This design comes from an exercise in tuning for small area, a short achievable clock period and few clock cycles per item on the open sky130 flow, not from production work. In this exercise RTL edits were held to simulation tests only and were not proved equivalent to the original. Power is estimated from default activity; no workload was simulated.

`design.v`:
```
`timescale 1ns/1ps
module nova16_alu (
    input  wire        clk,
    input  wire        rst,         
    input  wire        in_valid,
    output wire        in_ready,
    input  wire [7:0]  op,          
    input  wire        w16,         
    input  wire [15:0] a,           
    input  wire [15:0] b,           
    input  wire [11:0] flags_in,
    output reg         out_valid,
    output reg  [15:0] result,
    output reg         wr,          
    output reg         div_fault,   
    output reg  [11:0] flags_out
);
    localparam FS = 1, FV = 2, FC = 6, FZ = 7, FP = 8;
    function automatic [16:0] smear(input [16:0] x);
        reg [16:0] t;
        begin
            t = x | (x >> 1);
            t = t | (t >> 2);
            t = t | (t >> 4);
            t = t | (t >> 8);
            smear = t | (t >> 16);
        end
    endfunction
    function automatic [4:0] topbit(input [16:0] t);
        reg [16:0] h;
        begin
            h = t & ~(t >> 1);
            topbit = {h[16], |(h[15:0] & 16'hFF00), |(h[15:0] & 16'hF0F0),
                      |(h[15:0] & 16'hCCCC), |(h[15:0] & 16'hAAAA)};
        end
    endfunction
    function automatic [16:0] ksadd(input [16:0] x, input [16:0] y, input ci);
        reg [16:0] g, p, gg, pp, g2, p2;
        integer i, d;
        begin
            g = x & y;
            p = x ^ y;
            gg = g;
            pp = p;
            gg[0] = g[0] | (p[0] & ci);
            for (d = 1; d < 17; d = d * 2) begin
                g2 = gg;
                p2 = pp;
                for (i = d; i < 17; i = i + 1) begin
                    g2[i] = gg[i] | (pp[i] & gg[i-d]);
                    p2[i] = pp[i] & pp[i-d];
                end
                gg = g2;
                pp = p2;
            end
            ksadd = p ^ {gg[15:0], ci};
        end
    endfunction
    reg        v1, w;
    reg        c_as, c_sub, c_one, c_lg, c_sh, c_bt, c_mul, c_div, c_lng;
    reg [1:0]  o;               
    reg [15:0] A, B;
    reg [11:0] F;
    wire [15:0] in_mask = w16 ? 16'hFFFF : 16'h00FF;
    wire        i_bt    = op[5];
    wire [3:0]  i_c     = op[3:0];
    reg        p2, it, finz, fin;   
    reg        cpre, nn;
    reg        sub, yb, y2;         
    reg        q_and, q_or, q_ub, q_um, q_inv, q_one;    
    reg [3:0]  r_amt;               
    reg        imul, idiv;          
    reg        xa, xb;              
    reg [3:0]  cnt;
    reg        hz, hm;              
    reg  rdy;
    wire ready = !v1 || !c_lng || fin;
    assign in_ready = rdy;
    wire p1 = v1 && c_lng && !p2 && !it && !finz;
    wire [15:0] mW = w ? 16'hFFFF : 16'h00FF;
    wire sa = w ? A[15] : A[7];
    wire sb = w ? B[15] : B[7];
    wire [3:0] k = {w & B[3], B[2:0]};
    function automatic [2:0] booth(input [2:0] d);
        begin
            booth = {d[2] & ~(d[1] & d[0]), d[1] ^ d[0], (d == 3'b011) || (d == 3'b100)};
        end
    endfunction
    wire [16:0] vA = {A ^ ({16{xa}} & mW), 1'b1};
    wire [16:0] vB = {B ^ ({16{xb}} & mW), 1'b1};
    wire [16:0] tA = smear(vA);
    wire [16:0] tB = smear(vB);
    wire        lt = |(tB & ~tA);               
    wire [4:0]  hA = topbit(tA);
    wire [4:0]  hB = topbit(tB);
    wire [4:0]  hM = lt ? hA : hB;
    wire [4:0]  hd = hA - hB;
    wire [3:0]  cnt1 = c_mul ? {1'b0, hM[3:1]} : hd[3:0];
    wire        az   = (A == 16'd0);
    wire        bz   = (B == 16'd0);
    wire        zq   = c_mul ? (az | bz) : (lt | bz);
    wire [15:0] Xs   = lt ? B : A;
    reg         qA, qB;
    integer     j;
    always @(*) begin
        qA = tA[1] & ~tA[2] & xa;
        qB = tB[1] & ~tB[2] & xb;
        for (j = 3; j < 16; j = j + 2) begin
            qA = qA | (tA[j] & ~tA[j+1] & vA[j-1]);
            qB = qB | (tB[j] & ~tB[j+1] & vB[j-1]);
        end
    end
    wire [2:0]  bd1  = lt ? {xa, !qA, qA} : {xb, !qB, qB};    
    wire        one1 = lt ? (hA[3:1] == 3'd0) : (hB[3:1] == 3'd0);
    wire [18:0] Mq   = {A, 3'b000};
    wire [2:0]  dign = Mq[{cnt[2:0], 1'b0} +: 3];         
    wire [3:0]  amt = r_amt;
    wire [31:0] rr  = {A, A} << amt;
    wire [15:0] rot = rr[31:16];
    wire [15:0] lm  = ~(16'hFFFF << amt);       
    wire [15:0] Y     = ({16{yb}} & B) | ({16{y2}} & {B[14:0], 1'b0}) | {15'd0, c_one};
    wire [16:0] op1   = idiv ? {result, A[15]} : (imul ? {1'b0, result[13:0], 2'b00} : {1'b0, A});
    wire [16:0] op2   = {17{sub}} ^ {1'b0, Y};
    wire [16:0] S     = ksadd(op1, op2, sub);
    wire        zS  = (S[7:0] == 8'd0) && (!w || (S[15:8] == 8'd0));
    wire        c16   = S[16] ^ sub;
    wire        fill  = (yb | y2) && (sub ? !B[15] : B[15]);
    wire [1:0]  r2    = result[15:14];
    wire        e0_c0 = fill ? (r2 == 2'd1) : (r2 == 2'd0);
    wire        e0_c1 = fill && (r2 == 2'd0);
    wire        em_c0 = fill && (r2 == 2'd0);
    wire        e4_c1 = !fill && (r2 == 2'd3);
    wire        e3_c0 = !fill && (r2 == 2'd3);
    wire        e3_c1 = fill ? (r2 == 2'd3) : (r2 == 2'd2);
    wire        H0_c0 = hz & e0_c0;
    wire        H0_c1 = (hz & e0_c1) | (hm & e4_c1);
    wire        H1_c0 = (hz & em_c0) | (hm & e3_c0);
    wire        H1_c1 = hm & e3_c1;
    wire        Hn0   = c16 ? H0_c1 : H0_c0;
    wire        Hn1   = c16 ? H1_c1 : H1_c0;
    wire        mhi0  = w ? Hn0 : (S[15:8] == 8'h00);
    wire        mul_c = cpre | (nn & !mhi0);
    wire        mul_v = w ? (S[15] ? !Hn1 : !Hn0) : (S[15:8] != {8{S[7]}});
    wire        take  = !S[16];
    wire [15:0] qn    = {A[14:0], take};
    wire [15:0] bm  = 16'd1 << k;
    wire [15:0] Y2  = ({16{q_ub}} & B) | ({16{q_um}} & (bm ^ {16{q_inv}})) | {16{q_one}};
    wire [15:0] L   = q_and ? (A & Y2) : (q_or ? (A | Y2) : (A ^ Y2));
    wire [15:0] shm = o[1] ? 16'hFFFF : (!o[0] ? (16'hFFFF << k) : (mW >> k));
    wire last_mul = fin && it && c_mul;
    wire last_div = fin && it && c_div;
    wire s_add    = c_as || last_mul;
    wire fault    = finz && c_div && (B == 16'd0);
    wire [15:0] rl = mW & (({16{c_sh}} & rot & shm) | ({16{c_lg | c_bt}} & L));
    wire [15:0] r  = rl | (mW & (({16{last_div}} & qn) | ({16{s_add}} & S[15:0])));
    wire sy     = w ? Y[15] : Y[7];
    wire ssum   = w ? S[15] : S[7];
    wire add_v  = c_sub ? ((sa != sy) && (ssum != sa)) : ((sa == sy) && (ssum != sa));
    wire add_c  = w ? S[16] : S[8];
    wire kz     = (k == 4'd0);
    wire sh_c   = !o[0] ? rot[0] : (w ? rot[15] : rot[7]);
    wire rz     = (rl == 16'd0);
    wire rs     = w ? rl[15] : rl[7];
    wire rp     = ~^rl[7:0];
    wire zsp_r  = c_lg || (c_sh && !kz);        
    wire keep_f = (c_sh && kz) || fault;        
    wire bt_z   = (o == 2'd0) ? !rot[0] : (o == 2'd1 ? 1'b0 : (o == 2'd2 ? 1'b1 : rot[0]));
    wire z_new = (zsp_r & rz) | (s_add & zS) | (last_div & (A[14:0] == 15'd0) & !take) |
                 (c_bt & bt_z) | (finz & !fault);
    wire s_new = (zsp_r & rs) | (s_add & ssum) | (last_div & (w ? A[14] : A[6]));
    wire p_new = (zsp_r & rp) | (s_add & ~^S[7:0]) | (last_div & ~^qn[7:0]) | (finz & !fault);
    wire c_new = (c_as & add_c) | (last_mul & mul_c) | (c_sh & sh_c);
    wire v_new = (c_as & add_v) | (last_mul & mul_v);
    wire set_zsp = !keep_f && !c_bt;
    wire set_cv  = !keep_f && !c_bt && !c_sh;
    reg [11:0] f;
    always @* begin
        f = F;
        if (!keep_f) f[FZ] = z_new;
        if (set_zsp) begin
            f[FS] = s_new;
            f[FP] = p_new;
        end
        if (set_zsp) f[FC] = c_new;
        if (set_cv)  f[FV] = v_new;
    end
    wire o_wr = !keep_f && !(c_as && o == 2'd3) && !(c_bt && o == 2'd0);
    wire done = v1 && (!c_lng || fin);
    wire fin_nx = p1 ? (zq || (c_mul && one1)) :
                  p2 ? (cnt == 4'd0) : (cnt == 4'd1);
    wire i_lng  = !i_bt && (i_c == 4'h3 || i_c == 4'h4);
    wire i_rgt  = i_bt || (i_c[3:2] == 2'b11 && i_c[0]);
    wire [3:0] i_k = {w16 & b[3], b[2:0]};
    always @(posedge clk) begin
        out_valid <= !rst && done;
        if (p1 || p2 || (it && !fin))
            result <= p1 ? 16'd0 : (p2 ? (rot & lm) : S[15:0]);
        else
            result <= r;
        wr        <= o_wr;
        div_fault <= fault;
        flags_out <= f;
        if (rst) begin
            v1   <= 1'b0;
            p2   <= 1'b0;
            it   <= 1'b0;
            finz <= 1'b0;
            fin  <= 1'b0;
        end else if (ready) begin
            v1   <= in_valid;
            p2   <= 1'b0;
            it   <= 1'b0;
            finz <= 1'b0;
            fin  <= 1'b0;
        end else if (p1) begin
            finz <= zq;
            p2   <= !zq && c_div;
            it   <= !zq && c_mul;
            fin  <= fin_nx;
        end else if (p2) begin
            p2   <= 1'b0;
            it   <= 1'b1;
            fin  <= fin_nx;
        end else if (it) begin
            fin  <= fin_nx;
        end
        rdy <= rst || (ready ? (!in_valid || !i_lng) : fin_nx);
        if (ready)
            r_amt <= i_rgt ? (4'd0 - i_k) : i_k;
        else if (p1)
            r_amt <= ~cnt1;
        q_and <= (!i_bt && i_c == 4'h8) || (i_bt && op[1:0] == 2'd2);
        q_or  <= (op[1:0] == 2'd1);
        q_ub  <= !i_bt && op[1:0] != 2'd3;
        q_um  <= i_bt;
        q_inv <= i_bt && op[1:0] == 2'd2;
        q_one <= !i_bt && op[1:0] == 2'd3;
        if (rst || ready) begin
            imul <= 1'b0;
            idiv <= 1'b0;
        end else if (p1) begin
            imul <= !zq && c_mul;
        end else if (p2) begin
            idiv <= 1'b1;
        end
        if (ready) begin
            w     <= w16;
            xa    <= !i_bt && i_c == 4'h3 && (w16 ? a[15] : a[7]);
            xb    <= !i_bt && i_c == 4'h3 && (w16 ? b[15] : b[7]);
            c_as  <= !i_bt && (i_c == 4'h1 || i_c == 4'h2 || i_c == 4'h5 || i_c == 4'h6 || i_c == 4'h7);
            c_sub <= !i_bt && (i_c == 4'h2 || i_c == 4'h6 || i_c == 4'h7);
            c_one <= !i_bt && (i_c == 4'h5 || i_c == 4'h6);
            c_lg  <= !i_bt && i_c[3:2] == 2'b10;
            c_sh  <= !i_bt && i_c[3:2] == 2'b11;
            c_bt  <= i_bt;
            c_mul <= !i_bt && i_c == 4'h3;
            c_div <= !i_bt && i_c == 4'h4;
            c_lng <= i_lng;
            o     <= op[1:0];
            A     <= (!i_bt && i_c[3:2] == 2'b11 && !w16) ? {a[7:0], a[7:0]} : (a & in_mask);
            B     <= b & in_mask;
            F     <= flags_in;
        end else if (p1) begin
            cnt  <= cnt1;
            if (c_mul) begin
                A <= lt ? A : B;                        
                B <= w ? Xs : {{8{Xs[7]}}, Xs[7:0]};    
            end
            cpre <= (sa && B[15:1] != 15'd0) || (sb && A[15:1] != 15'd0);
            nn   <= !sa && !sb;
        end else if (p2) begin
            A <= rot & ~lm;
        end else if (it) begin
            cnt  <= cnt - 4'd1;
            if (!c_mul)
                A <= qn;
        end
    end
    always @(posedge clk) begin
        hz <= p1 | Hn0;
        hm <= !p1 & Hn1;
        if (ready)
            {sub, yb, y2} <= {!i_bt && (i_c == 4'h2 || i_c == 4'h6 || i_c == 4'h7),
                              !(!i_bt && (i_c == 4'h5 || i_c == 4'h6)), 1'b0};
        else if (p1)
            {sub, yb, y2} <= c_mul ? bd1 : 3'b110;
        else if (c_mul)
            {sub, yb, y2} <= booth(dign);
        else
            {sub, yb, y2} <= {p2 | take, 2'b10};
    end
endmodule
```
`flow/run.sh`:
```
#!/bin/bash
# The standard layout (the standard.sh: ORFS synthesis to finish, same
# settings and constraints), with repair_timing asked to leave extra setup
# slack so that it also works on paths that already meet the 13 ns clock,
# and with plain buffers (instead of delay cells) on the ports.
set -euo pipefail
bash standard.sh SETUP_SLACK_MARGIN=9.0 "BUFFER_PORTS_ARGS=-buffer_cell sky130_fd_sc_hd__buf_2" finish > standard.log 2>&1
```
`standard.sh`:
```
#!/bin/bash
# synth_recipe.tcl (not shown) runs the flow's synth.tcl, then flattens the netlist and writes it again
# the make line also repeats each setting of config.mk as NAME=value (left out here)
make -C /OpenROAD-flow-scripts/flow DESIGN_CONFIG=/design/flow/config.mk WORK_HOME=/design/flow/orfs CLKGATE_MAP_FILE= SYNTH_SCRIPT=/design/flow/synth_recipe.tcl "${@:-finish}"
```
`config.mk`:
```
export PLATFORM = sky130hd
export DESIGN_NAME = nova16_alu
export DESIGN_NICKNAME = nova16_alu
export VERILOG_FILES = /design/flow/design.v
export SDC_FILE = /design/flow/constraint.sdc
export NUM_CORES = 4
export LEC_CHECK = 0
export CAP_MARGIN = 20
export CORE_MARGIN = 2
export CORE_UTILIZATION = 40
export SLEW_MARGIN = 20
```
`constraint.sdc`:
```
create_clock -name core_clock -period 13.0 [get_ports {clk}]
set_input_delay 2.6000 -clock core_clock [delete_from_list [all_inputs] [get_ports {clk}]]
set_output_delay 2.6000 -clock core_clock [all_outputs]
set_load 0.01 [all_outputs]
```
==> qor.txt, run 1 <==
Slew @ Worst Pin: 1.223 ns
met1 Use GR: 42.10%
Worst Setup End Kind: register
routability cong.: 0.9903
#FFs+latches synth: 118
PD cells: 117.0 mW/mm^2
Slew Limit Headroom: 18.19%
Synth Flop Type: edfxtp_1
Vias/cell: 6.574
critical-path cell list: buf_4 -> inv_1 -> or4_4 -> a2111o_1 -> o311ai_1 -> buf_4 -> ha_1 -> a21o_1 -> a21oi_1 -> xnor2_1 -> xnor2_1 -> nor2_1 -> a21oi_1
slowest stage cell on the critical path: or4_4
row count: 64
P&R area growth vs syn: 13.64%
Mapped Cells: 1562
vias in the first global route: 11950
commonest non-fill, non-tap cells in the layout: nand2_1, nor2_1, a21oi_1
Crit Path Class: reg -> reg
Setup violations, final: 0
Sink Count: 118
fin cells: 2001
FF-to-FF Start: A[8]
Post-synth EDFFs: 68
post-route cell area: 0.01394 sq mm
GR peak layer: met2
hold_buf cts: 0
clk_skew: 0.01552 ns
Clock Latency Late Sink: 0.45 ns
Longest Clk Path Bufs: 2
initial core utilization: 40.32%
Core ar.: 0.03043 sq mm
global-route usage over all layers: 31.80%
Post-DP Area: 0.01297 sq mm
worst r2r path cells: 13
Largest stage delay, worst path: 0.59 ns
GR Layer Usage met2: 47.61%
CTS tree: yes
pin count of the biggest net entering global routing: 51
DP Cell Count: 1944
Max-cap violations: 0
Hold Path End: flags_out[0]
die extent in x: 179.1 um
register-to-register setup slack: 9.06 ns
minimum clock period: 3.942 ns
Peak supply drop: 0.0001060 V
crit path DAT: 4.10 ns
Final TNS setup: 0 ns
share of cells above drive strength 1: 17.51%
DR pass1 iterations: 6
DRC violations left: 0
post-synthesis sequential area ratio: 24.80%
Yosys warning count: 1
Distinct cells, synth: 84
antenna violations before repair: 1
Crit Path Max Fanout: 14
total number of vias: 13150
Routed WL: 51420 um
worst hold start: F[0]
die area: 0.03209 sq mm
clk slew on worst S/H paths: 0.06 ns
hold violation count in the final report: 0
area of the mapped netlist: 0.01227 sq mm
Hold Path Stages: 0
Hold Crit Class: reg -> reg
Final period util: 30.32%
worst path required time: 13.16 ns
1st-iter DRT viols: 1864
GRT overflow: 0
Pleak: 0.005497 uW
status: finished clean
most common cell after layout, fill and taps aside: nand2_1
Ports: 88
port bufs: 84
reg-to-reg critical path endpoint: r_amt[3]
Routed Antenna Nets: 0
Root Buffer: clkbuf_16
met3 usage: 8.291%
RSZ-0062 raised after global routing: true
Num CTS Buffers: 17
post-DR wirelength/cell: 25.70 um
fin. max-slew vios: 0
Syn Nets: 1686
# H-tree levels: 4
Fmax: 0.2537 GHz
nets: 1716
async set-reset flop share out of synthesis: 0%
synthesized area per cell: 7.855 sq um
power consumption: 1632 uW
crit path launch type: register
first-pass GRT wire length: 75580 um
Die Y: 179.1 um
DP Wirelength: 36220 um
ANT cells: 0
## registers in the layout, indices dropped and copies added, names as in the netlist, 2 cells and up
name       flops
A             16
result        16
cnt            4
F             12
flags_out     12
o              2
r_amt          4
B             16
## routing by layer
metal | up-vias | routed length (um)
met3 | 158 | 6108
met4 | 0 | 2691
met1 | 6249 | 20610
met2 | 845 | 22010
met5 | - | 0
li1 | 5902 | -
## area by class of cell
| class | count | area, sq um |
|---|---|---|
| fill | 3047 | 16490 |
| multi-input combinational | 1237 | 8598 |
| sequential | 118 | 3049 |
| timing repair buffer | 155 | 975.9 |
| tap | 396 | 495.5 |
| clock buffer | 17 | 425.4 |
| inverter | 63 | 240.2 |
| clock inverter | 15 | 158.9 |
## worst max path at each step
stage,startpoint,endpoint,slack (ns)
after floorplan,sub,flags_out[6],9.06
after global placement,imul,flags_out[6],8.40
after detailed placement,imul,flags_out[6],8.36
after CTS,B[1],flags_out[6],8.97
after global routing,B[11],flags_out[6],8.99
final,A[8],r_amt[3],9.06
## report_power, final
part / internal [uW] / switching [uW] / total [uW]
clock: 271 / 205 / 477
combinational: 257 / 442 / 699
sequential: 426 / 30.2 / 456
## cells by family after synthesis
logic type | Yosys count | share of synthesized area [%]
xor+xnor | 75 | 5.354
simple gates | 492 | 19.17
compound gates | 530 | 29.16
buf+inv | 207 | 6.567
mux | 72 | 7.893
flops | 118 | 24.80
fa+ha+maj | 68 | 7.057
## metrics by stage
stage	utilization (%)	hold slack (ns)	setup WS [ns]
final	45.82	0.3451	9.058
after global routing	45.82	0.3537	8.988
after CTS	45.07	0.3478	8.970
after detailed placement	42.61	0.3314	8.364
after global placement	42.59	0.3234	8.399
after floorplan	-	0.3233	9.060
## synthesized netlist by cell type (7+ instances only)
cell / number / share of area (%)
nand2_1: 145 / 4.4
nor2_1: 133 / 4.1
a21oi_1: 121 / 4.9
clkbuf_1: 113 / 3.5
o21ai_0: 100 / 4.1
edfxtp_1: 68 / 17
ha_1: 66 / 6.7
inv_1: 60 / 1.8
dfxtp_1: 50 / 8.2
xnor2_1: 48 / 3.4
mux2i_1: 45 / 3.7
nor3_1: 43 / 1.8
nand3_1: 40 / 1.6
o22ai_1: 32 / 1.6
a22oi_1: 30 / 1.8
a211oi_1: 27 / 1.7
xor2_1: 27 / 1.9
a21o_1: 25 / 1.5
a31oi_1: 23 / 1.2
o31ai_1: 20 / 1.2
a221o_1: 19 / 1.6
mux4_2: 19 / 3.5
buf_1: 18 / 0.55
and2_1: 17 / 0.87
a221oi_1: 15 / 1.1
nand2b_1: 14 / 0.71
nor2b_1: 14 / 0.71
and3_1: 13 / 0.66
nand4_1: 13 / 0.66
buf_2: 11 / 0.45
o21a_1: 11 / 0.67
o211ai_1: 10 / 0.61
or3_1: 10 / 0.51
mux2_2: 8 / 0.73
or2_2: 8 / 0.41
a32oi_1: 7 / 0.50
nor3b_1: 7 / 0.43
o22a_1: 7 / 0.50
## critical path: cells and delay by family, from the launching register on
family,cells,cell delay (ns)
AOI/OAI and AO/OA,5,1.33
DFF,1,0.34
buffers and inverters,3,0.74
xor gates and xnor gates,2,0.24
adders and majority gates,1,0.23
and+or+nand+nor,2,0.76
## what timing repair did
item                       4_1_cts  5_1_grt
gates resized for setup         19       34
setup endpoints to repair        7       55
pin swaps                        1        1
buffers inserted                12       13
Testbench counts, summed over its fixed seeds: cycles 10,466, ops 8,000.
==> run 2: changes to the inputs <==
--- a/config.mk
+++ b/config.mk
@@ -7,5 +7,6 @@
 export LEC_CHECK = 0
 export CAP_MARGIN = 20
 export CORE_MARGIN = 2
-export CORE_UTILIZATION = 40
+export CORE_UTILIZATION = 50
+export CTS_BUF_LIST = sky130_fd_sc_hd__clkbuf_4 sky130_fd_sc_hd__clkbuf_8
 export SLEW_MARGIN = 20
==> qor.txt, run 2 <==
post-DR wirelength/cell: 26.18 um
Synth top cells by count: nand2_1, nor2_1, a21oi_1
Yosys warning count: 1
combinational family with the most area after synthesis: compound AO/OA/AOI/OAI gates
Slew @ Worst Pin: 1.065 ns
Slew Limit Headroom: 28.88%
slowest stage cell on the critical path: a22oi_1
status: finished clean
Worst Setup End Kind: register
total number of vias: 13280
antenna violations before repair: 0
most common cell in the netlist: nand2_1
crit path launch type: register
minimum clock period: 3.990 ns
hold violation count in the final report: 0
register-to-register setup slack: 9.01 ns
async set-reset flop share out of synthesis: 0%
Hold Path Stages: 0
clk slew on worst S/H paths: 0.10 ns
P&R area growth vs syn: 12.21%
Compound-Gate Fraction of Synth Area: 29.16%
FF-to-FF Start: B[11]
Synth Flop Type: edfxtp_1
fin. max-slew vios: 0
worst hold start: F[3]
Hold Crit Class: reg -> reg
worst r2r path cells: 13
pin count of the biggest net entering global routing: 51
Ports: 88
die extent in x: 160.6 um
Mapped Cells: 1562
Core ar.: 0.02418 sq mm
#FFs+latches synth: 118
GRT overflow: 0
post-synthesis mux area share: 7.893%
Num CTS Buffers: 17
Crit Path Max Fanout: 12
Setup violations, final: 0
Fmax: 0.2506 GHz
Crit Path Class: reg -> reg
most common cell after layout, fill and taps aside: nand2_1
Post-Synth Adder-Cell Area: 7.057%
Vias/cell: 6.886
share of cells above drive strength 1: 17.71%
RSZ-0062 raised after global routing: true
leading area contributor after synthesis: edfxtp_1
crit path DAT: 4.33 ns
Root Buffer: clkbuf_8
Clock Latency Late Sink: 0.46 ns
Synth Area in XOR/XNOR: 5.354%
area of the mapped netlist: 0.01227 sq mm
1st-iter DRT viols: 1941
biggest regs: A: 16 flops, B: 16 flops, result: 16 flops
nets: 1715
worst path required time: 13.34 ns
Largest stage delay, worst path: 0.40 ns
post-layout util: 56.94%
commonest non-fill, non-tap cells in the layout: nand2_1, nor2_1, a21oi_1
routability cong.: 1.004
share of the synthesized area in the top cell type: 16.64%
PD cells: 110.0 mW/mm^2
Pleak: 0.005435 uW
Longest Clk Path Bufs: 2
synthesized area per cell: 7.855 sq um
CP startpoint: B[11]
Hold Path End: flags_out[3]
Final period util: 30.69%
post-synthesis sequential area ratio: 24.80%
Routed WL: 50500 um
critical-path cell list: buf_4 -> a22oi_1 -> xnor2_1 -> ha_1 -> a31o_2 -> a221oi_1 -> mux2i_1 -> o211ai_1 -> nand3_1 -> a2111oi_1 -> nor4b_4 -> a211oi_1 -> o32a_1
first-pass GRT wire length: 74320 um
reg-to-reg critical path endpoint: flags_out[6]
Syn Nets: 1686
Final TNS setup: 0 ns
initial core utilization: 50.75%
clk_skew: 0.02631 ns
Distinct cells, synth: 84
die area: 0.02581 sq mm
DR pass1 iterations: 6
simple-gate portion of the synthesized area: 19.17%
row count: 57
Die Y: 160.6 um
fillers: 2326
port bufs: 84
Peak supply drop: 0.00006240 V
DRC violations left: 0
Max-cap violations: 0
largest cells by area after synthesis: edfxtp_1, dfxtp_1, ha_1
CTS tree: yes
# H-tree levels: 4
vias in the first global route: 11920
Sink Count: 118
DP Wirelength: 35190 um
Routed Antenna Nets: 0
Post-synth EDFFs: 68
global-route usage over all layers: 38.21%
## run 2: worst max-delay path by stage
stage	slack [ns]	cells after the start	endpoint
after floorplan	9.06	14	flags_out[6]
after global placement	8.18	10	B[12]
after detailed placement	8.03	10	B[12]
after CTS	9.02	13	flags_out[6]
after global routing	8.84	13	flags_out[6]
final	9.01	13	flags_out[6]
## run 2: timing repair
item | in CTS | in global routing
pin swaps | 3 | 7
gates resized for setup | 25 | 42
hold buffers | 0 | 0
endpoints found under the setup margin | 54 | 38
setup buffers | 24 | 6
## run 2: critical path: cells and delay by family (launching register included)
| family | cells | cell delay (ns) |
|---|---|---|
| adder cells (fa/ha/maj) | 1 | 0.38 |
| multiplexers | 1 | 0.16 |
| buffers and inverters | 1 | 0.23 |
| XOR/XNOR | 1 | 0.13 |
| AND/OR/NAND/NOR | 2 | 0.63 |
| flip-flops | 1 | 0.37 |
| AO/OA/AOI/OAI | 7 | 1.97 |
## run 2: metrics by stage
step	hold WS [ns]	power, uW	cells	worst slack [ns]	cell area, sq um
2_1_floorplan	0.3233	898.3	1562	9.060	12270
3_3_place_gp	0.3241	1095	1865	8.177	12820
3_5_place_dp	0.3301	1100	1865	8.031	12820
4_1_cts	0.3568	1468	1921	9.020	13520
5_1_grt	0.3708	1579	1928	8.840	13760
6_report	0.3537	1514	1929	9.010	13770
## run 2: final cells by class
| cell class | count | area (sq um) | share of cell area, % |
|---|---|---|---|
| antenna | 1 | 2.502 | 0.01818 |
| clock buffer | 17 | 234.0 | 1.700 |
| clock inverter | 15 | 183.9 | 1.336 |
| inverter | 63 | 236.5 | 1.718 |
| multi-input combinational | 1237 | 8655 | 62.86 |
| sequential | 118 | 3053 | 22.18 |
| tap | 324 | 405.4 | 2.945 |
| timing repair buffer | 154 | 997.2 | 7.243 |
## run 2: logic make-up (layout without fill, tap and decap cells)
| group | after synthesis | after routing |
|---|---|---|
| buffers and inverters | 207 | 249 |
| flip-flops | 118 | 118 |
| other | 0 | 1 |
| AO/OA/AOI/OAI | 530 | 530 |
| adder cells (fa/ha/maj) | 68 | 68 |
| multiplexers | 72 | 72 |
| XOR/XNOR | 75 | 75 |
| AND/OR/NAND/NOR | 492 | 492 |
## run 2: where the power goes
part           internal [uW]  switching (uW)
combinational            261             443
sequential               425            33.9
clock                    149             203
## run 2: per-layer routing
metal	up-vias	GRT usage, %	share of wire (%)
met4	0	18.88	5.4
li1	5907	-	-
met5	-	0	0
met2	922	54.58	41
met3	146	8.600	12
met1	6309	54.23	41
==> run 3: changes to the inputs <==
--- a/config.mk
+++ b/config.mk
@@ -7,6 +7,7 @@
 export LEC_CHECK = 0
 export CAP_MARGIN = 20
 export CORE_MARGIN = 2
-export CORE_UTILIZATION = 50
+export CORE_UTILIZATION = 40
 export CTS_BUF_LIST = sky130_fd_sc_hd__clkbuf_4 sky130_fd_sc_hd__clkbuf_8
+export GPL_ROUTABILITY_DRIVEN = 0
 export SLEW_MARGIN = 20
==> qor.txt, run 3 <==
final setup margin: 9.081 ns
synthesized area per cell: 7.855 sq um
multi-input logic area: 0.008627 sq mm
Max Used Layer: met4
Die Y: 179.1 um
Slew Limit Headroom: 30.20%
minimum clock period: 3.919 ns
clk_skew: 0.02766 ns
ANT cells: 0
commonest non-fill, non-tap cells in the layout: nand2_1, nor2_1, a21oi_1
vias in the first global route: 11810
initial core utilization: 40.32%
row count: 64
FF+latch area: 0.003059 sq mm
leading area contributor after synthesis: edfxtp_1
Setup violations, final: 0
crit-path leading delay family: compound AO/OA/AOI/OAI gates
1st-iter DRT viols: 2103
Longest Clk Path Bufs: 2
area of the mapped netlist: 0.01227 sq mm
Routed WL: 49060 um
crit path DAT: 4.27 ns
Pleak: 0.005382 uW
post-route cell area: 0.01376 sq mm
critical-path cell list: buf_4 -> a211oi_4 -> a21oi_1 -> fa_2 -> a21oi_2 -> o2111ai_2 -> a21o_1 -> a21oi_1 -> xnor2_2 -> a2111oi_2 -> nor4b_4 -> a211oi_1 -> o32a_1
slowest stage cell on the critical path: edfxtp_1
biggest regs: A: 16 flops, B: 16 flops, result: 16 flops
most common cell in the netlist: nand2_1
Worst Setup End Kind: register
worst path required time: 13.35 ns
P&R area growth vs syn: 12.12%
Vias/cell: 6.594
Crit Path Max Fanout: 17
Synth top cells by count: nand2_1, nor2_1, a21oi_1
GRT overflow: 0
FF-to-FF Start: B[0]
Clock Latency Late Sink: 0.48 ns
status: finished clean
fillers: 3065
largest cells by area after synthesis: edfxtp_1, dfxtp_1, ha_1
Mapped Cells: 1562
#FFs+latches synth: 118
post-layout util: 45.21%
fin. max-slew vios: 0
WP buf/inv: 1
share of the synthesized area in the top cell type: 16.64%
die extent in x: 179.1 um
PD cells: 107.0 mW/mm^2
DR pass1 iterations: 9
worst hold start: F[9]
most common cell after layout, fill and taps aside: nand2_1
Hold Crit Class: reg -> reg
worst slack, placed: 8.389 ns
crit path launch type: register
clk slew on worst S/H paths: 0.08 ns
post-DR wirelength/cell: 24.52 um
metal1 wirelength: 19700 um
Crit Path Class: reg -> reg
CTS tree: yes
Sink Count: 118
power consumption: 1472 uW
DP Wirelength: 34900 um
antenna violations before repair: 0
async set-reset flop share out of synthesis: 0%
Max-cap violations: 0
Slew @ Worst Pin: 1.046 ns
post-synthesis sequential area ratio: 24.80%
# H-tree levels: 4
die area: 0.03209 sq mm
Num CTS Buffers: 17
pin count of the biggest net entering global routing: 51
Ports: 88
RSZ-0062 raised after global routing: true
Final TNS setup: 0 ns
global-route usage over all layers: 30.33%
first-pass GRT wire length: 73070 um
share of cells above drive strength 1: 17.63%
nets: 1716
Routed Antenna Nets: 0
Syn Nets: 1686
hold violation count in the final report: 0
Synth Flop Type: edfxtp_1
Crit path top cell by count: a21oi_1
Post-DP Area: 0.01292 sq mm
Yosys warning count: 1
Peak supply drop: 0.00006944 V
Core ar.: 0.03043 sq mm
Post-synth EDFFs: 68
Root Buffer: clkbuf_8
DRC violations left: 0
Final period util: 30.15%
CP startpoint: B[0]
Fmax: 0.2551 GHz
total number of vias: 13200
Distinct cells, synth: 84
port bufs: 84
wire length on met2: 20760 um
Largest stage delay, worst path: 0.48 ns
met3 routed WL: 5791 um
run 3: path summary, 6_finish.rpt:
check / to / slack [ns] / cells after the start
worst min-delay path: flags_out[9] / 0.35 / 0
worst max-delay path: flags_out[6] / 9.08 / 13
worst min register to register: flags_out[9] / 0.35 / 0
worst max register to register: flags_out[6] / 9.08 / 13
run 3: layout make-up:
| class | count | area share (%) |
|---|---|---|
| flip-flops and latches | 118 | 22.24 |
| well taps | 396 | 3.602 |
| clock inverters | 14 | 0.8549 |
| repair buffers | 155 | 7.094 |
| multi-input cells | 1237 | 62.71 |
| inverters | 63 | 1.746 |
| clock buffers | 18 | 1.755 |
run 3: cells by family after synthesis:
group	after synthesis	synth area share (%)
fa+ha+maj	68	7.057
mux	72	7.893
simple gates	492	19.17
buf+inv	207	6.567
compound gates	530	29.16
flops	118	24.80
xor+xnor	75	5.354
run 3: power breakdown:
part | switching (uW) | internal, uW | leakage [uW]
sequential | 34.0 | 425 | 0.00115
combinational | 437 | 262 | 0.00405
clock | 174 | 139 | 0.000172
total | 646 | 826 | 0.00538
run 3: metal layers:
metal | vias up | GRT usage (%)
met5 | - | 0
met4 | 0 | 14.42
met3 | 178 | 5.958
met2 | 889 | 44.73
met1 | 6230 | 42.35
li1 | 5898 | -
run 3: what timing repair did:
action                                  CTS  global route
endpoints found under the setup margin   57            51
pin swaps                                 2             4
gates resized for setup                  22            39
buffers inserted                         15            15
hold buffers                              0             0
run 3: per-stage QoR:
step,hold slack (ns),cells
2_1_floorplan,0.3233,1562
3_3_place_gp,0.3232,1939
3_5_place_dp,0.3294,1939
4_1_cts,0.3540,1986
5_1_grt,0.3698,2001
6_report,0.3517,2001
==> run 4: changes to the inputs <==
--- a/config.mk
+++ b/config.mk
@@ -9,5 +9,5 @@
 export CORE_MARGIN = 2
 export CORE_UTILIZATION = 40
 export CTS_BUF_LIST = sky130_fd_sc_hd__clkbuf_4 sky130_fd_sc_hd__clkbuf_8
-export GPL_ROUTABILITY_DRIVEN = 0
 export SLEW_MARGIN = 20
+export TNS_END_PERCENT = 20
==> qor.txt, run 4 <==
hold violation count in the final report: 0
Final period util: 30.26%
Largest stage delay, worst path: 0.61 ns
Mapped Cells: 1562
Ports: 88
# H-tree levels: 4
Crit Path Class: reg -> reg
Peak supply drop: 0.00007638 V
leading area contributor after synthesis: edfxtp_1
Clock Latency Late Sink: 0.48 ns
DP Wirelength: 36220 um
register-to-register setup slack: 9.07 ns
most common cell in the netlist: nand2_1
DR pass1 iterations: 7
biggest regs: A: 16 flops, B: 16 flops, result: 16 flops
Core ar.: 0.03043 sq mm
post-DR wirelength/cell: 25.59 um
Hold Path End: flags_out[0]
nets: 1716
Sink Count: 118
status: finished clean
power consumption: 1499 uW
Post-synth EDFFs: 68
initial core utilization: 40.32%
largest cells by area after synthesis: edfxtp_1, dfxtp_1, ha_1
Final TNS setup: 0 ns
Synth top cells by count: nand2_1, nor2_1, a21oi_1
Pleak: 0.005411 uW
DP Cell Count: 1944
async set-reset flop share out of synthesis: 0%
Worst Setup End Kind: register
commonest non-fill, non-tap cells in the layout: nand2_1, nor2_1, a21oi_1
row count: 64
most common cell after layout, fill and taps aside: nand2_1
share of cells above drive strength 1: 17.51%
Longest Clk Path Bufs: 2
clk_skew: 0.02439 ns
Routed WL: 51210 um
minimum clock period: 3.934 ns
CP startpoint: A[11]
CTS tree: yes
#FFs+latches synth: 118
synthesized area per cell: 7.855 sq um
FF+latch area: 0.003049 sq mm
crit path launch type: register
total number of vias: 13100
PD cells: 109.0 mW/mm^2
die area: 0.03209 sq mm
Max-cap violations: 0
Num CTS Buffers: 17
global-route usage over all layers: 31.61%
P&R area growth vs syn: 12.09%
worst hold start: F[0]
die extent in x: 179.1 um
slowest stage cell on the critical path: or4_4
Crit Path Max Fanout: 20
share of the synthesized area in the top cell type: 16.64%
Hold Path Stages: 0
fillers: 3073
Synth Flop Type: edfxtp_1
first-pass GRT wire length: 75260 um
port bufs: 84
clk slew on worst S/H paths: 0.08 ns
1st-iter DRT viols: 1842
Vias/cell: 6.545
fin. max-slew vios: 0
Distinct cells, synth: 84
antenna violations before repair: 1
post-layout util: 45.20%
Slew Limit Headroom: 20.57%
DRC violations left: 0
Hold Crit Class: reg -> reg
critical-path cell list: buf_4 -> or4_4 -> o22a_1 -> nor2_4 -> o21a_2 -> a22oi_1 -> o2111ai_1 -> a211oi_1 -> ha_1 -> fa_1 -> xor2_1 -> nor2_1 -> o31a_1
worst r2r path cells: 13
multi-input logic area: 0.008598 sq mm
Routed Antenna Nets: 0
FF-to-FF Start: A[11]
Setup violations, final: 0
fin cells: 2001
hold_buf cts: 0
worst path required time: 13.22 ns
Root Buffer: clkbuf_8
Slew @ Worst Pin: 1.187 ns
pin count of the biggest net entering global routing: 51
ANT cells: 0
Fmax: 0.2542 GHz
Syn Nets: 1686
routability cong.: 0.9903
Die Y: 179.1 um
post-route cell area: 0.01375 sq mm
Yosys warning count: 1
vias in the first global route: 11970
area of the mapped netlist: 0.01227 sq mm
reg-to-reg critical path endpoint: cnt[2]
post-synthesis sequential area ratio: 24.80%
Post-DP Area: 0.01297 sq mm
RSZ-0062 raised after global routing: true
crit path DAT: 4.15 ns
GRT overflow: 0
## run 4: cell counts after synthesis
No cell type changed its count.
## run 4: timing repair
| item | in CTS | in global routing |
|---|---|---|
| setup buffers | 12 | 13 |
| endpoints found under the setup margin | 7 | 55 |
| gates resized for setup | 18 | 35 |
| endpoints found under the hold margin | 0 | 0 |
| pin swaps | 1 | 1 |
## run 4: layout make-up
class	count	area share, %
Tap cell	396	3.603
Inverter	63	1.747
Multi-Input combinational cell	1237	62.52
Timing Repair Buffer	155	7.105
Sequential cell	118	22.17
Clock inverter	15	1.155
Clock buffer	17	1.701
## run 4: worst max-delay path, delay by kind of cell (launching register included)
family	cells	cell delay, ns
flip-flops	1	0.39
AO/OA/AOI/OAI	6	1.25
XOR/XNOR	1	0.19
adder cells (fa/ha/maj)	2	0.71
buffers and inverters	1	0.27
AND/OR/NAND/NOR	3	0.86
## run 4: cell families (layout without fill, tap and decap cells)
logic type	Yosys count	count (layout)	synth area share [%]
AOI/OAI and AO/OA	530	530	29.16
xor gates and xnor gates	75	75	5.354
adders and majority gates	68	68	7.057
buffers and inverters	207	250	6.567
DFF	118	118	24.80
muxes	72	72	7.893
and+or+nand+nor	492	492	19.17
## run 4: worst max path at each step
stage,depth (start not counted),endpoint
5_1_grt,13,cnt[2]
6_report,13,cnt[2]
4_1_cts,13,flags_out[6]
3_3_place_gp,12,flags_out[6]
2_1_floorplan,14,flags_out[6]
3_5_place_dp,12,flags_out[6]
## run 4: stage by stage
| step | hold slack, ns | setup slack [ns] |
|---|---|---|
| floorplan | 0.3233 | 9.060 |
| CTS | 0.3533 | 8.949 |
| finish | 0.3491 | 9.066 |
| global route | 0.3603 | 8.942 |
| detailed placement | 0.3314 | 8.364 |
| global placement | 0.3234 | 8.399 |
## run 4: where the power goes
group	leakage (uW)	switching, uW	total (uW)	internal [uW]
registers	0.00115	30.5	456	425
clock network	0.000204	187	346	160
logic	0.00405	439	696	257
## run 4: layer usage
metal | part of all wire, % | GRT usage, % | up-vias
met5 | 0 | 0 | -
met4 | 5.5 | 15.89 | 0
met3 | 11 | 8.439 | 164
met2 | 43 | 47.12 | 800
met1 | 40 | 41.99 | 6224
li1 | - | - | 5909
==> run 5: changes to the inputs <==
--- a/config.mk
+++ b/config.mk
@@ -10,4 +10,3 @@
 export CORE_UTILIZATION = 40
 export CTS_BUF_LIST = sky130_fd_sc_hd__clkbuf_4 sky130_fd_sc_hd__clkbuf_8
 export SLEW_MARGIN = 20
-export TNS_END_PERCENT = 20
==> qor.txt, run 5 <==
global-route usage over all layers: 31.63%
DRC violations left: 0
Synth top cells by count: nand2_1, nor2_1, a21oi_1
Syn Nets: 1686
Setup violations, final: 0
most common cell in the netlist: nand2_1
DP Wirelength: 36220 um
pin count of the biggest net entering global routing: 51
Hold Path Stages: 0
area of the mapped netlist: 0.01227 sq mm
Root Buffer: clkbuf_8
async set-reset flop share out of synthesis: 0%
Slew @ Worst Pin: 1.128 ns
Mapped Cells: 1562
crit path DAT: 4.26 ns
crit-path leading delay family: compound AO/OA/AOI/OAI gates
WP buf/inv: 0
post-DR wirelength/cell: 25.64 um
Sink Count: 118
slowest stage cell on the critical path: edfxtp_1
Post-synth EDFFs: 68
Routed WL: 51290 um
Distinct cells, synth: 84
CTS tree: yes
nets: 1715
clk_skew: 0.02474 ns
Core ar.: 0.03043 sq mm
Final period util: 30.00%
Peak supply drop: 0.00007609 V
status: finished clean
commonest non-fill, non-tap cells in the layout: nand2_1, nor2_1, a21oi_1
PD cells: 109.0 mW/mm^2
Vias/cell: 6.545
most common cell after layout, fill and taps aside: nand2_1
largest cells by area after synthesis: edfxtp_1, dfxtp_1, ha_1
die area: 0.03209 sq mm
row count: 64
critical-path cell list: a22oi_2 -> xnor2_1 -> ha_1 -> a21o_1 -> a2111oi_2 -> nor3_1 -> o21ai_1 -> nand3_2 -> a2111oi_2 -> nor4b_4 -> a211oi_1 -> o32a_1
worst r2r path cells: 12
synthesized area per cell: 7.855 sq um
Worst Setup End Kind: register
Longest Clk Path Bufs: 2
GRT overflow: 0
worst path required time: 13.36 ns
Crit Path Max Fanout: 7
Num CTS Buffers: 17
leading area contributor after synthesis: edfxtp_1
fin. max-slew vios: 0
P&R area growth vs syn: 12.17%
share of the synthesized area in the top cell type: 16.64%
first-pass GRT wire length: 75300 um
antenna violations before repair: 1
share of cells above drive strength 1: 17.58%
total number of vias: 13090
Final TNS setup: 0 ns
Clock Latency Late Sink: 0.48 ns
Slew Limit Headroom: 24.50%
Die Y: 179.1 um
Largest stage delay, worst path: 0.56 ns
post-synthesis sequential area ratio: 24.80%
#FFs+latches synth: 118
Yosys warning count: 1
hold slack: 0.3495 ns
die extent in x: 179.1 um
ANT cells: 0
Synth Flop Type: edfxtp_1
hold violation count in the final report: 0
initial core utilization: 40.32%
minimum clock period: 3.900 ns
Hold Crit Class: reg -> reg
vias in the first global route: 11980
crit path launch type: register
DR pass1 iterations: 8
Worst path depth: 12
hold_buf cts: 0
Routed Antenna Nets: 0
port bufs: 84
biggest regs: A: 16 flops, B: 16 flops, result: 16 flops
Crit Path Class: reg -> reg
Fmax: 0.2564 GHz
RSZ-0062 raised after global routing: false
routability cong.: 0.9903
1st-iter DRT viols: 1851
Max-cap violations: 0
clk slew on worst S/H paths: 0.08 ns
Ports: 88
# H-tree levels: 4
Crit path top cell by count: a2111oi_2
post-layout util: 45.23%
Pleak: 0.005416 uW
run 5: changes by cell type in the layout (fill, tap and decap cells not counted), sizes merged:
cell	previous run	this run
buf	155	154
run 5: worst register-to-register path: cells and delay by family, from the launching register on:
kind            cells  cell delay (ns)
compound gates      7             2.09
xor+xnor            1             0.10
fa+ha+maj           1             0.41
flops               1             0.56
simple gates        3             0.64
run 5: power breakdown:
part           leakage, uW  internal [uW]  total, uW  switching (uW)
Sequential         0.00115            425        456            30.4
Combinational      0.00406            258        699             441
Clock             0.000204            159        345             186
Total              0.00542            843       1500             657
run 5: worst paths after layout:
path	startpoint	endpoint	slack (ns)
hold reg to reg	F[5]	flags_out[5]	0.35
setup reg to reg	B[12]	flags_out[6]	9.10
hold / removal	F[5]	flags_out[5]	0.35
setup / recovery	B[12]	flags_out[6]	9.10
run 5: logic make-up after synthesis:
logic type                 count (synthesis)  share of synthesized area [%]
AOI/OAI and AO/OA                        530                          29.16
DFF                                      118                          24.80
and+or+nand+nor                          492                          19.17
adders and majority gates                 68                          7.057
xor gates and xnor gates                  75                          5.354
muxes                                     72                          7.893
buffers and inverters                    207                          6.567
run 5: stage by stage:
stage	instance area (sq um)	setup slack [ns]	total power [uW]	std cells
2_1_floorplan	12270	9.060	898.3	1562
3_5_place_dp	12970	8.364	1103	1944
6_report	13760	9.100	1499	2000
5_1_grt	13760	8.977	1567	2000
3_3_place_gp	12960	8.399	1098	1944
4_1_cts	13520	8.970	1459	1988
run 5: what timing repair did:
item / 4_1_cts / 5_1_grt
pin swaps: 1 / 1
setup endpoints to repair: 7 / 55
resized for setup: 19 / 38
setup buffers: 12 / 12
run 5: routing by layer:
metal  routed length [um]  GRT usage (%)  vias up
met2                21860          47.18      826
met3                 5944          8.439      149
met1                20790          41.98     6220
met4                 2693          15.89        0
met5                    0              0        -
li1                     -              -     5895
run 5: cell type report:
| cell class | instances | area, sq um |
|---|---|---|
| clock buffer | 17 | 234.0 |
| clock inverter | 15 | 158.9 |
| fill | 3063 | 16670 |
| inverter | 63 | 240.2 |
| multi-input combinational | 1237 | 8607 |
| sequential | 118 | 3049 |
| tap | 396 | 495.5 |
| timing repair buffer | 154 | 977.2 |
==> run 6: changes to the inputs <==
==> flow/run.sh (replaced) <==
#!/bin/bash
# The standard layout (the standard.sh: ORFS synthesis to finish, same
# settings and constraints), with repair_timing asked to leave extra setup
# slack so that it also works on paths that already meet the 13 ns clock,
# and with plain buffers (instead of delay cells) on the ports.
set -euo pipefail
bash standard.sh SETUP_SLACK_MARGIN=9.25 "BUFFER_PORTS_ARGS=-buffer_cell sky130_fd_sc_hd__buf_2" finish > standard.log 2>&1
==> qor.txt, run 6 <==
commonest non-fill, non-tap cells in the layout: nand2_1, nor2_1, a21oi_1
Peak supply drop: 0.00006958 V
Yosys warning count: 1
initial core utilization: 40.32%
crit path launch type: register
pin count of the biggest net entering global routing: 51
clk slew on worst S/H paths: 0.09 ns
hold_buf cts: 0
global-route usage over all layers: 32.19%
Vias/cell: 6.506
CTS tree: yes
Worst Setup End Kind: register
leading area contributor after synthesis: edfxtp_1
worst path required time: 13.31 ns
status: finished clean
PD cells: 107.2 mW/mm^2
Hold Path End: flags_out[5]
DP Wirelength: 36780 um
Distinct cells, synth: 84
DP Cell Count: 1943
# H-tree levels: 4
Hold Path Stages: 0
register-to-register setup slack: 9.26 ns
Post-synth EDFFs: 68
row count: 64
Crit Path Max Fanout: 7
port bufs: 84
async set-reset flop share out of synthesis: 0%
Mapped Cells: 1562
Fmax: 0.2673 GHz
worst r2r path cells: 10
routability cong.: 0.9811
Pleak: 0.005690 uW
Num CTS Buffers: 17
Hold Crit Class: reg -> reg
Max-cap violations: 0
P&R area growth vs syn: 18.47%
Crit Path Class: reg -> reg
Synth Flop Type: edfxtp_1
Synth top cells by count: nand2_1, nor2_1, a21oi_1
worst slack, placed: 8.364 ns
Routed Antenna Nets: 0
1st-iter DRT viols: 1800
power consumption: 1558 uW
clk_skew: 0.01906 ns
die area: 0.03209 sq mm
share of cells above drive strength 1: 22.62%
Slew @ Worst Pin: 1.043 ns
Root Buffer: clkbuf_8
Longest Clk Path Bufs: 2
post-DR wirelength/cell: 25.90 um
GRT overflow: 0
largest cells by area after synthesis: edfxtp_1, dfxtp_1, ha_1
biggest regs: A: 16 flops, B: 16 flops, result: 16 flops
multi-input logic area: 0.008980 sq mm
FF+latch area: 0.003057 sq mm
DRC violations left: 0
post-synthesis sequential area ratio: 24.80%
hold violation count in the final report: 0
Final TNS setup: 0 ns
Die Y: 179.1 um
Setup violations, final: 0
synthesized area per cell: 7.855 sq um
Core ar.: 0.03043 sq mm
most common cell after layout, fill and taps aside: nand2_1
fillers: 2976
worst hold start: F[5]
first-pass GRT wire length: 75800 um
most common cell in the netlist: nand2_1
#FFs+latches synth: 118
fin. max-slew vios: 0
antenna violations before repair: 1
minimum clock period: 3.742 ns
Syn Nets: 1686
Final period util: 28.78%
die extent in x: 179.1 um
crit path DAT: 4.05 ns
vias in the first global route: 12100
nets: 1751
Sink Count: 118
Clock Latency Late Sink: 0.48 ns
reg-to-reg critical path endpoint: yb
Slew Limit Headroom: 30.18%
fin cells: 2037
total number of vias: 13250
final setup margin: 9.258 ns
Ports: 88
Routed WL: 52760 um
DR pass1 iterations: 5
area of the mapped netlist: 0.01227 sq mm
share of the synthesized area in the top cell type: 16.64%
FF-to-FF Start: A[10]
RSZ-0062 raised after global routing: true
## run 6: changes by cell type in the layout (fill, tap and decap cells not counted), moves of 4 or more
cell,change
a22oi_2,+5
buf_4,+21
ha_2,+6
buf_6,+7
a22oi_1,-5
ha_1,-8
a21oi_1,-5
nor2_1,-4
xnor2_1,-6
o21ai_2,+5
o21ai_0,-8
xnor2_2,+4
nor2_2,+4
## run 6: kinds of logic (layout without fill, tap and decap cells)
group	Yosys count	after routing	share of synthesized area, %
other	0	1	0
flip-flops	118	118	24.80
adder cells (fa/ha/maj)	68	68	7.057
AO/OA/AOI/OAI	530	530	29.16
multiplexers	72	72	7.893
XOR/XNOR	75	75	5.354
AND/OR/NAND/NOR	492	492	19.17
buffers and inverters	207	285	6.567
## run 6: routing by layer
| layer | up-vias | track usage (%) | routed length, um |
|---|---|---|---|
| li1 | 5980 | - | - |
| met1 | 6293 | 42.77 | 21290 |
| met2 | 799 | 47.66 | 22270 |
| met3 | 181 | 7.782 | 5922 |
| met4 | 0 | 18.11 | 3278 |
| met5 | - | 0 | 0 |
## run 6: worst max-delay path by stage
| stage | depth (start not counted) | end | start | slack [ns] |
|---|---|---|---|---|
| floorplan | 15 | flags_out[6] | B[1] | 9.15 |
| global placement | 12 | flags_out[6] | imul | 8.44 |
| detailed placement | 13 | flags_out[6] | imul | 8.36 |
| CTS | 12 | flags_out[6] | B[7] | 9.24 |
| global route | 18 | flags_out[7] | B[1] | 9.20 |
| finish | 10 | yb | A[10] | 9.26 |
## run 6: timing repair
action | CTS | global route
setup buffers | 25 | 33
endpoints found under the setup margin | 56 | 49
resized for setup | 45 | 108
cloned | 0 | 3
pin swaps | 6 | 26
## run 6: per-stage QoR
stage               instance area, sq um  hold WS (ns)  util [%]
floorplan                          12280        0.3233         -
global placement                   12960        0.3234     42.59
detailed placement                 12960        0.3285     42.59
CTS                                13700        0.3511     45.03
global route                       14530        0.3568     47.76
finish                             14540        0.3479     47.77
## run 6: worst max-delay path, stage by stage, from the launching register on
cell and delay (ns):
edfxtp_1 0.50, buf_8 0.18, inv_2 0.09, or4_4 0.54
a2111o_1 0.52, buf_4 0.18, o31ai_1 0.38, nor3_4 0.12
a211oi_1 0.40, a211oi_2 0.12, a211oi_1 0.56
## run 6: cell type report
cell class                      count  share of cell area, %
Inverter                           63                  1.679
Tap cell                          396                  3.409
Timing Repair Buffer              190                  9.452
Sequential cell                   118                  21.03
Multi-Input combinational cell   1237                  61.78
Clock buffer                       18                  1.661
Clock inverter                     14                 0.9727
Antenna cell                        1                0.01722
## run 6: power breakdown
group          total (uW)  switching, uW  internal (uW)  leakage [uW]
sequential            455           29.7            425       0.00115
clock                 346            188            159      0.000195
combinational         756            465            291       0.00434
total                1560            683            875       0.00569
==> run 7: changes to the inputs <==
==> flow/run.sh (replaced) <==
#!/bin/bash
# The standard layout (the standard.sh: ORFS synthesis to finish, same
# settings and constraints), with repair_timing asked to leave extra setup
# slack so that it also works on paths that already meet the 13 ns clock,
# and with plain buffers (instead of delay cells) on the ports.
set -euo pipefail
bash standard.sh SETUP_SLACK_MARGIN=8.75 "BUFFER_PORTS_ARGS=-buffer_cell sky130_fd_sc_hd__buf_2" finish > standard.log 2>&1
==> qor.txt, run 7 <==
Post-Synth Adder-Cell Area: 7.057%
# H-tree levels: 4
1st-iter DRT viols: 1806
crit-path leading delay family: compound AO/OA/AOI/OAI gates
synthesized area per cell: 7.855 sq um
crit path launch type: register
Compound-Gate Fraction of Synth Area: 29.16%
Distinct cells, synth: 84
Max-cap violations: 0
RSZ-0062 raised after global routing: true
final setup margin: 8.853 ns
Routed Antenna Nets: 0
Largest stage delay, worst path: 0.58 ns
Core ar.: 0.03043 sq mm
Slew Limit Headroom: 18.92%
DP Wirelength: 36220 um
Num CTS Buffers: 17
Worst Setup End Kind: register
DRC violations left: 0
Mapped Cells: 1562
Syn Nets: 1686
Longest Clk Path Bufs: 2
post-layout util: 44.51%
register-to-register setup slack: 8.85 ns
Routed WL: 50720 um
post-synthesis sequential area ratio: 24.80%
vias in the first global route: 11910
routability cong.: 0.9903
Fmax: 0.2412 GHz
ANT cells: 0
die area: 0.03209 sq mm
largest cells by area after synthesis: edfxtp_1, dfxtp_1, ha_1
Clock Latency Late Sink: 0.48 ns
Synth Flop Type: edfxtp_1
Final period util: 31.90%
initial core utilization: 40.32%
async set-reset flop share out of synthesis: 0%
crit path DAT: 4.50 ns
Synth Area in XOR/XNOR: 5.354%
Slew @ Worst Pin: 1.212 ns
CTS tree: yes
worst slack, placed: 8.364 ns
DP Cell Count: 1944
simple-gate portion of the synthesized area: 19.17%
hold violation count in the final report: 0
status: finished clean
commonest non-fill, non-tap cells in the layout: nand2_1, nor2_1, a21oi_1
clk_skew: 0.02256 ns
Setup violations, final: 0
PD cells: 109.5 mW/mm^2
Sink Count: 118
most common cell after layout, fill and taps aside: nand2_1
Synth top cells by count: nand2_1, nor2_1, a21oi_1
Crit path top cell by count: a2111oi_1
biggest regs: A: 16 flops, B: 16 flops, result: 16 flops
Crit Path Max Fanout: 7
Vias/cell: 6.528
Yosys warning count: 1
global-route usage over all layers: 31.53%
hold slack: 0.3495 ns
fin cells: 1991
Final TNS setup: 0 ns
pin count of the biggest net entering global routing: 51
slowest stage cell on the critical path: a2111oi_1
P&R area growth vs syn: 10.38%
GRT overflow: 0
#FFs+latches synth: 118
Root Buffer: clkbuf_8
most common cell in the netlist: nand2_1
critical-path cell list: a22oi_1 -> xnor2_1 -> ha_1 -> a21o_1 -> a2111oi_1 -> nor3_1 -> o21ai_1 -> nand3_1 -> a2111oi_1 -> nor4b_4 -> a211oi_1 -> o32a_1
die extent in x: 179.1 um
nets: 1706
fin. max-slew vios: 0
total number of vias: 13000
post-synthesis mux area share: 7.893%
clk slew on worst S/H paths: 0.08 ns
row count: 64
WP buf/inv: 0
Ports: 88
combinational family with the most area after synthesis: compound AO/OA/AOI/OAI gates
Post-synth EDFFs: 68
antenna violations before repair: 0
share of cells above drive strength 1: 15.42%
worst path required time: 13.36 ns
DR pass1 iterations: 6
leading area contributor after synthesis: edfxtp_1
share of the synthesized area in the top cell type: 16.64%
minimum clock period: 4.147 ns
Peak supply drop: 0.00007525 V
port bufs: 84
Die Y: 179.1 um
post-DR wirelength/cell: 25.47 um
area of the mapped netlist: 0.01227 sq mm
Crit Path Class: reg -> reg
first-pass GRT wire length: 75080 um
Pleak: 0.005328 uW
Hold Crit Class: reg -> reg
-- run 7: cell count changes in the layout (fill, tap and decap cells not counted), moves of 9 or more --
| cell | delta |
|---|---|
| a21oi_1 | +9 |
| buf_4 | -25 |
| buf_6 | -11 |
| o21ai_0 | +9 |
-- run 7: per-layer routing --
layer | wire length [um] | share of wire (%) | global-route usage, % | vias up
met1 | 20690 | 41 | 42.41 | 6170
met5 | 0 | 0 | 0 | -
met4 | 2594 | 5.1 | 16.16 | 0
met2 | 21780 | 43 | 46.68 | 803
li1 | - | - | - | 5889
met3 | 5655 | 11 | 7.761 | 135
-- run 7: path summary, 6_finish.rpt --
| check | to | cells past startpoint | start |
|---|---|---|---|
| setup reg to reg | flags_out[6] | 12 | B[11] |
| hold reg to reg | flags_out[10] | 0 | F[10] |
| hold / removal | flags_out[10] | 0 | F[10] |
| setup / recovery | flags_out[6] | 12 | B[11] |
-- run 7: where the power goes --
part / leakage, uW / internal [uW] / switching (uW) / total [uW]
registers: 0.00115 / 425 / 33.3 / 459
logic: 0.00397 / 249 / 429 / 678
clock network: 0.000204 / 160 / 187 / 346
-- run 7: cells by family after synthesis --
logic type	after synthesis
simple gates	492
flops	118
fa+ha+maj	68
buf+inv	207
xor+xnor	75
compound gates	530
mux	72
-- run 7: cell type report --
type	count	area [sq um]
Fill cell	3086	16890
Multi-Input combinational cell	1237	8483
Sequential cell	118	3049
Timing Repair Buffer	145	882.1
Tap cell	396	495.5
Inverter	63	240.2
Clock buffer	17	234.0
Clock inverter	15	158.9
-- run 7: stage by stage --
step / cell area [sq um] / total power (uW)
2_1_floorplan: 12270 / 898.3
3_3_place_gp: 12960 / 1098
3_5_place_dp: 12970 / 1103
4_1_cts: 13420 / 1451
5_1_grt: 13540 / 1551
6_report: 13540 / 1483
-- run 7: timing repair --
action,4_1_cts,5_1_grt
setup endpoints to repair,4,42
gates resized for setup,5,14
endpoints found under the hold margin,0,0
buffers inserted,6,9
hold buffers,0,0
pin swaps,1,1
==> run 8: changes to the inputs <==
==> flow/run.sh (replaced) <==
#!/bin/bash
# The standard layout (the standard.sh: ORFS synthesis to finish, same
# settings and constraints), with repair_timing asked to leave extra setup
# slack so that it also works on paths that already meet the 13 ns clock,
# and with plain buffers (instead of delay cells) on the ports.
set -euo pipefail
bash standard.sh SETUP_SLACK_MARGIN=9.3 "BUFFER_PORTS_ARGS=-buffer_cell sky130_fd_sc_hd__buf_2" finish > standard.log 2>&1
--- a/config.mk
+++ b/config.mk
@@ -10,3 +10,4 @@
 export CORE_UTILIZATION = 40
 export CTS_BUF_LIST = sky130_fd_sc_hd__clkbuf_4 sky130_fd_sc_hd__clkbuf_8
 export SLEW_MARGIN = 20
+export TNS_END_PERCENT = 20
==> qor.txt, run 8 <==
initial core utilization: 40.32%
critical-path cell list: buf_6 -> or4_4 -> nor4b_2 -> nand4_1 -> o32ai_1 -> nor2_1 -> o311ai_0 -> mux2i_1 -> o21ai_1
fin cells: 2064
Pleak: 0.005833 uW
Ports: 88
sequential share of power: 28.7%
Crit Path Class: reg -> reg
clk_skew: 0.03025 ns
DP Cell Count: 1939
Synth top cells by count: nand2_1, nor2_1, a21oi_1
worst r2r path cells: 9
Final period util: 28.78%
Synth Area in XOR/XNOR: 5.354%
largest cells by area after synthesis: edfxtp_1, dfxtp_1, ha_1
pin count of the biggest net entering global routing: 51
total number of vias: 13620
Num CTS Buffers: 17
#FFs+latches synth: 118
Yosys warning count: 1
row count: 64
Mapped Cells: 1562
combinational share of power: 49.1%
die extent in x: 179.1 um
CTS tree: yes
Hold Path End: flags_out[5]
routability cong.: 1.005
area of the mapped netlist: 0.01227 sq mm
Core ar.: 0.03043 sq mm
Hold Path Stages: 0
antenna violations before repair: 1
Synth Flop Type: edfxtp_1
commonest non-fill, non-tap cells in the layout: nand2_1, nor2_1, buf_4
slowest stage cell on the critical path: o32ai_1
Compound-Gate Fraction of Synth Area: 29.16%
Hold Crit Class: reg -> reg
Routed Antenna Nets: 0
clk slew on worst S/H paths: 0.10 ns
Switching Fraction: 44.83%
DRC violations left: 0
crit path DAT: 4.13 ns
Int Pwr: 879.1 uW
simple-gate portion of the synthesized area: 19.17%
multi-input logic area: 0.009045 sq mm
Setup violations, final: 0
Routed WL: 53530 um
post-synthesis mux area share: 7.893%
die area: 0.03209 sq mm
hold slack: 0.3436 ns
register-to-register setup slack: 9.26 ns
nets: 1778
Slew Limit Headroom: 27.82%
share of cells above drive strength 1: 24.66%
power consumption: 1593 uW
Max-cap violations: 0
RSZ-0062 raised after global routing: true
status: finished clean
Fmax: 0.2672 GHz
Psw: 714.3 uW
fillers: 3030
global-route usage over all layers: 32.37%
first-pass GRT wire length: 77000 um
FF-to-FF Start: A[11]
DP Wirelength: 36250 um
1st-iter DRT viols: 1928
P&R area growth vs syn: 20.66%
most common cell after layout, fill and taps aside: nand2_1
Peak supply drop: 0.00007039 V
Largest stage delay, worst path: 0.64 ns
leading area contributor after synthesis: edfxtp_1
Clock Latency Late Sink: 0.47 ns
port bufs: 84
most common cell in the netlist: nand2_1
post-DR wirelength/cell: 25.93 um
Syn Nets: 1686
async set-reset flop share out of synthesis: 0%
Clock power frac: 22.2%
worst path required time: 13.39 ns
GRT overflow: 0
Worst Setup End Kind: register
FF+latch area: 0.003059 sq mm
Vias/cell: 6.599
DR pass1 iterations: 7
worst hold start: F[5]
fin. max-slew vios: 0
crit path launch type: register
Longest Clk Path Bufs: 2
Post-synth EDFFs: 68
reg-to-reg critical path endpoint: rdy
Sink Count: 118
Die Y: 179.1 um
Final TNS setup: 0 ns
Slew @ Worst Pin: 1.079 ns
vias in the first global route: 12230
minimum clock period: 3.742 ns
Root Buffer: clkbuf_8
# H-tree levels: 4
biggest regs: A: 16 flops, B: 16 flops, result: 16 flops
Distinct cells, synth: 84
combinational family with the most area after synthesis: compound AO/OA/AOI/OAI gates
hold violation count in the final report: 0
PD cells: 107.6 mW/mm^2
share of the synthesized area in the top cell type: 16.64%
Crit Path Max Fanout: 20
post-synthesis sequential area ratio: 24.80%
Post-Synth Adder-Cell Area: 7.057%
synthesized area per cell: 7.855 sq um
## run 8: worst max path at each step
| stage | cells after the start | slack [ns] | start | end |
|---|---|---|---|---|
| finish | 9 | 9.26 | A[11] | rdy |
| global route | 16 | 9.14 | B[1] | flags_out[8] |
| CTS | 13 | 9.22 | w | r_amt[3] |
| detailed placement | 13 | 8.41 | imul | flags_out[6] |
| global placement | 12 | 8.40 | imul | flags_out[6] |
| floorplan | 15 | 9.15 | B[1] | flags_out[6] |
## run 8: final cells by class
| cell class | instances | area share [%] |
|---|---|---|
| Inverter | 63 | 1.648 |
| Sequential cell | 118 | 20.66 |
| Clock buffer | 17 | 1.580 |
| Clock inverter | 15 | 1.141 |
| Antenna cell | 1 | 0.01690 |
| Tap cell | 396 | 3.347 |
| Timing Repair Buffer | 217 | 10.51 |
| Multi-Input combinational cell | 1237 | 61.10 |
## run 8: critical path, delay by kind of cell, from the launching register on
| kind | cells | cell delay [ns] |
|---|---|---|
| buf+inv | 1 | 0.21 |
| simple gates | 4 | 1.75 |
| flops | 1 | 0.39 |
| compound gates | 3 | 1.01 |
| mux | 1 | 0.29 |
## run 8: kinds of logic (layout without fill, tap and decap cells)
group,Yosys count,after routing
fa+ha+maj,68,68
other cells,0,1
flops,118,118
xor+xnor,75,75
compound gates,530,530
simple gates,492,492
buf+inv,207,312
mux,72,72
## run 8: through the flow
stage               worst slack, ns  util, %  cell area, sq um
finish                        9.258    48.65             14800
global route                  9.138    48.64             14800
CTS                           9.222    45.72             13910
detailed placement            8.409    42.49             12930
global placement              8.401    42.49             12930
floorplan                     9.155        -             12280
## run 8: routing by layer
layer / up-vias / track usage [%] / share of wire [%]
met2: 909 / 48.51 / 43
met5: - / 0 / 0.021
met1: 6495 / 43.58 / 39
met4: 2 / 15.66 / 5.4
met3: 184 / 7.718 / 12
li1: 6031 / - / -
## run 8: what timing repair did
action                     in CTS  in global routing
buffers inserted               45                 45
cloned                          0                  2
setup endpoints to repair      73                 49
gates resized for setup        58                112
pin swaps                       8                 43
hold buffers                    0                  0
## run 8: power groups by stage
stage	combinational, uW	clock (uW)	sequential [uW]
after floorplan	440	0	458
after global placement	626	0	476
after detailed placement	629	0	476
after CTS	687	357	455
after global routing	827	369	460
final	782	354	457

## what the ideal ports hide
The results above use ideal ports. As a check the final layouts listed here were re-extracted and re-timed, cells and wires unchanged.
Step 1 (the two cells are an assumption about what drives the block):
set clk [get_ports {clk}]
set_driving_cell -lib_cell sky130_fd_sc_hd__clkbuf_16 $clk
set_driving_cell -lib_cell sky130_fd_sc_hd__buf_2 [delete_from_list [all_inputs] $clk]
Step 2 times the ports against the registers' clock, not the clock port: input delays grow and output delays shrink by t, the midpoint of the rising clock arrivals with the driver on.
Slacks: no drivers / after step 1 / after step 2; pairs: no drivers / after step 1.
run	t (ns)	slack for setup (ns)	pins driven straight from the clock port
run 1	0.490	9.058 / 9.058 / 8.817	1
run 2	0.491	9.010 / 9.010 / 9.010	1
run 3	0.511	9.081 / 9.081 / 8.950	1
run 4	0.518	9.066 / 9.066 / 8.819	1
run 5	0.518	9.100 / 9.100 / 8.828	1
run 6	0.520	9.258 / 9.258 / 8.981	1
run 7	0.514	8.853 / 8.853 / 8.831	1
run 8	0.497	9.258 / 9.258 / 8.928	1
After both steps every run listed still meets setup and hold. For run 8, which loses most, drivers alone change the setup slack by 0.000 ns; drivers and shift together by -0.330 ns.
